This design comes from an exercise in tuning for small area, a short achievable clock period and few clock cycles per item on the open sky130 flow, not from production work. Function was checked by simulation only, so behaviour that the tests miss may differ from the original.

== lane 3 ==
==> flow/design.v (excerpt) <==
module therm_conv (
    input  wire        clk,
    input  wire        rst,
    input  wire        in_valid,
    output wire        in_ready,
    input  wire [4:0]  in_chan,
    input  wire [15:0] in_rail,
    input  wire [15:0] in_v,
    input  wire [15:0] in_range,
    output wire        out_valid,
    input  wire        out_ready,
    output wire        out_ok,
    output wire [7:0]  out_temp
);
For scale: roughly 5700 cells after synthesis, about 1300 flip-flops, ~68 I/O pins.
==> flow/config.mk <==
export PLATFORM = sky130hd
export DESIGN_NAME = therm_conv
export DESIGN_NICKNAME = therm_conv
export VERILOG_FILES = /design/flow/design.v
export SDC_FILE = /design/flow/constraint.sdc
export NUM_CORES = 4
export LEC_CHECK = 0
export CAP_MARGIN = 20
export CORE_MARGIN = 2
export CORE_UTILIZATION = 75
export CTS_BUF_LIST = sky130_fd_sc_hd__clkbuf_16
export CTS_CLUSTER_DIAMETER = 60
export CTS_CLUSTER_SIZE = 24
export SLEW_MARGIN = 20
export SYNTH_MEMORY_MAX_BITS = 16384
==> flow/constraint.sdc <==
create_clock -name core_clock -period 10.0 [get_ports {clk}]
set_input_delay 2.0000 -clock core_clock [delete_from_list [all_inputs] [get_ports {clk}]]
set_output_delay 2.0000 -clock core_clock [all_outputs]
set_load 0.01 [all_outputs]
standard.sh (not shown) runs the stock make flow with config.mk's settings and CLKGATE_MAP_FILE= SYNTH_SCRIPT=/design/flow/synth_recipe.tcl, a recipe that flattens the netlist after the stock synthesis.
==> flow/flow/run.sh <==
#!/bin/bash
# Layout flow: the standard flow (standard.sh), with timing repair aiming
# below the clock period (a larger setup-slack margin), so that the achieved
# period shrinks.  Each tool's full output is in the ORFS logs under orfs/logs;
# make's own output goes to flow_make.log.
set -euo pipefail
export SETUP_SLACK_MARGIN=6.8
bash ./standard.sh finish > flow_make.log 2>&1
Lane 3: all stages complete, timing, DRC and antenna checks passed
Testbench counts of lane 3, summed over its fixed seeds: cycles 1,800, items 1,600.
--- input diff lane 3..lane 4 ---
Settings: swapping 75 for 65 in CORE_UTILIZATION; swapping 24 for 30 in CTS_CLUSTER_SIZE.
[summary]
Sequential share of cell area delta (lane 4 -> lane 3): insignificant. Between lane 3 and lane 4, the critical path depth is lower for lane 4. Cmp lane 4 vs lane 3: instance count after placement with tap cells included higher in lane 4.

== red ==
therm_conv, a different RTL version from the one above (not shown whole).
Size: about 5800 cells after synthesis, about 1400 flip-flops, roughly 68 I/O pins, roughly 62000 um2 of cells after synthesis.
==> flow/config.mk <==
export PLATFORM = sky130hd
export DESIGN_NAME = therm_conv
export DESIGN_NICKNAME = therm_conv
export VERILOG_FILES = /design/flow/design.v
export SDC_FILE = /design/flow/constraint.sdc
export NUM_CORES = 4
export LEC_CHECK = 0
export CAP_MARGIN = 20
export CORE_MARGIN = 2
export CORE_UTILIZATION = 65
export SLEW_MARGIN = 20
export SYNTH_MEMORY_MAX_BITS = 16384
==> flow/constraint.sdc <==
create_clock -name core_clock -period 10.0 [get_ports {clk}]
set_input_delay 2.0000 -clock core_clock [delete_from_list [all_inputs] [get_ports {clk}]]
set_output_delay 2.0000 -clock core_clock [all_outputs]
set_load 0.01 [all_outputs]
==> flow/flow/run.sh <==
#!/bin/bash
# Layout flow: the standard flow (standard.sh), with timing repair aiming
# below the clock period (a larger setup-slack margin), so that the achieved
# period shrinks.  Each tool's full output is in the ORFS logs under orfs/logs;
# make's own output goes to flow_make.log.
set -euo pipefail
export SETUP_SLACK_MARGIN=6.6
bash ./standard.sh finish > flow_make.log 2>&1
red finished all stages; the layout is clean.
Testbench counts of red, summed over its fixed seeds: cycles 1,816, items 1,600.
What blue does differently from red at the input level:
Settings: setting CTS_BUF_LIST to sky130_fd_sc_hd__clkbuf_8 for the first time; setting CTS_CLUSTER_SIZE to 12 for the first time; setting CTS_CLUSTER_DIAMETER to 35 for the first time.
==> results.txt <==
- When blue is measured against red, its worst-margin pin slew turns out 14 ps higher.
- Re aggregate global-route resource usage: red and blue aren't equal, and the lower value belongs to blue.
- Going from red to blue, final area shrinks by 660 um2.
- Critical path depth: higher on red
- When blue is set beside red, its fraction of met1 tracks used by global routing turns out to be 0.88 points smaller.
- Comparing blue against red, there is no change at all in width of the die.

-- separate check: timing with driven ports --
How much do the figures lean on ideal ports? The routed layouts below were timed once more, with nothing changed but the port constraints. Step 1: set_driving_cell puts a clkbuf_16 on clk and a buf_2 on each other input, an assumption about the parent block. Step 2 moves the port delays by t, midway between the first and last clock arrival at a register: inputs arrive t later, outputs are due t later. That takes back most of the time a late clock gives input paths. Slacks: ideal ports / drivers / drivers and shift; pairs: ideal ports / drivers.
run	t (ns)	setup WS [ns]	worst hold slack (ns)
lane 3	0.752	6.109 / 6.109 / 6.033	0.321 / 0.321 / 0.321
lane 4	0.747	6.726 / 6.656 / 6.058	0.309 / 0.309 / 0.309
red	0.810	6.617 / 6.582 / 5.975	0.315 / 0.315 / 0.315
blue	0.918	6.590 / 6.522 / 5.864	0.300 / 0.300 / 0.300
After both steps setup and hold are still met in every run listed. For blue, which loses most, drivers alone change the setup slack by -0.068 ns; drivers and shift together by -0.726 ns.
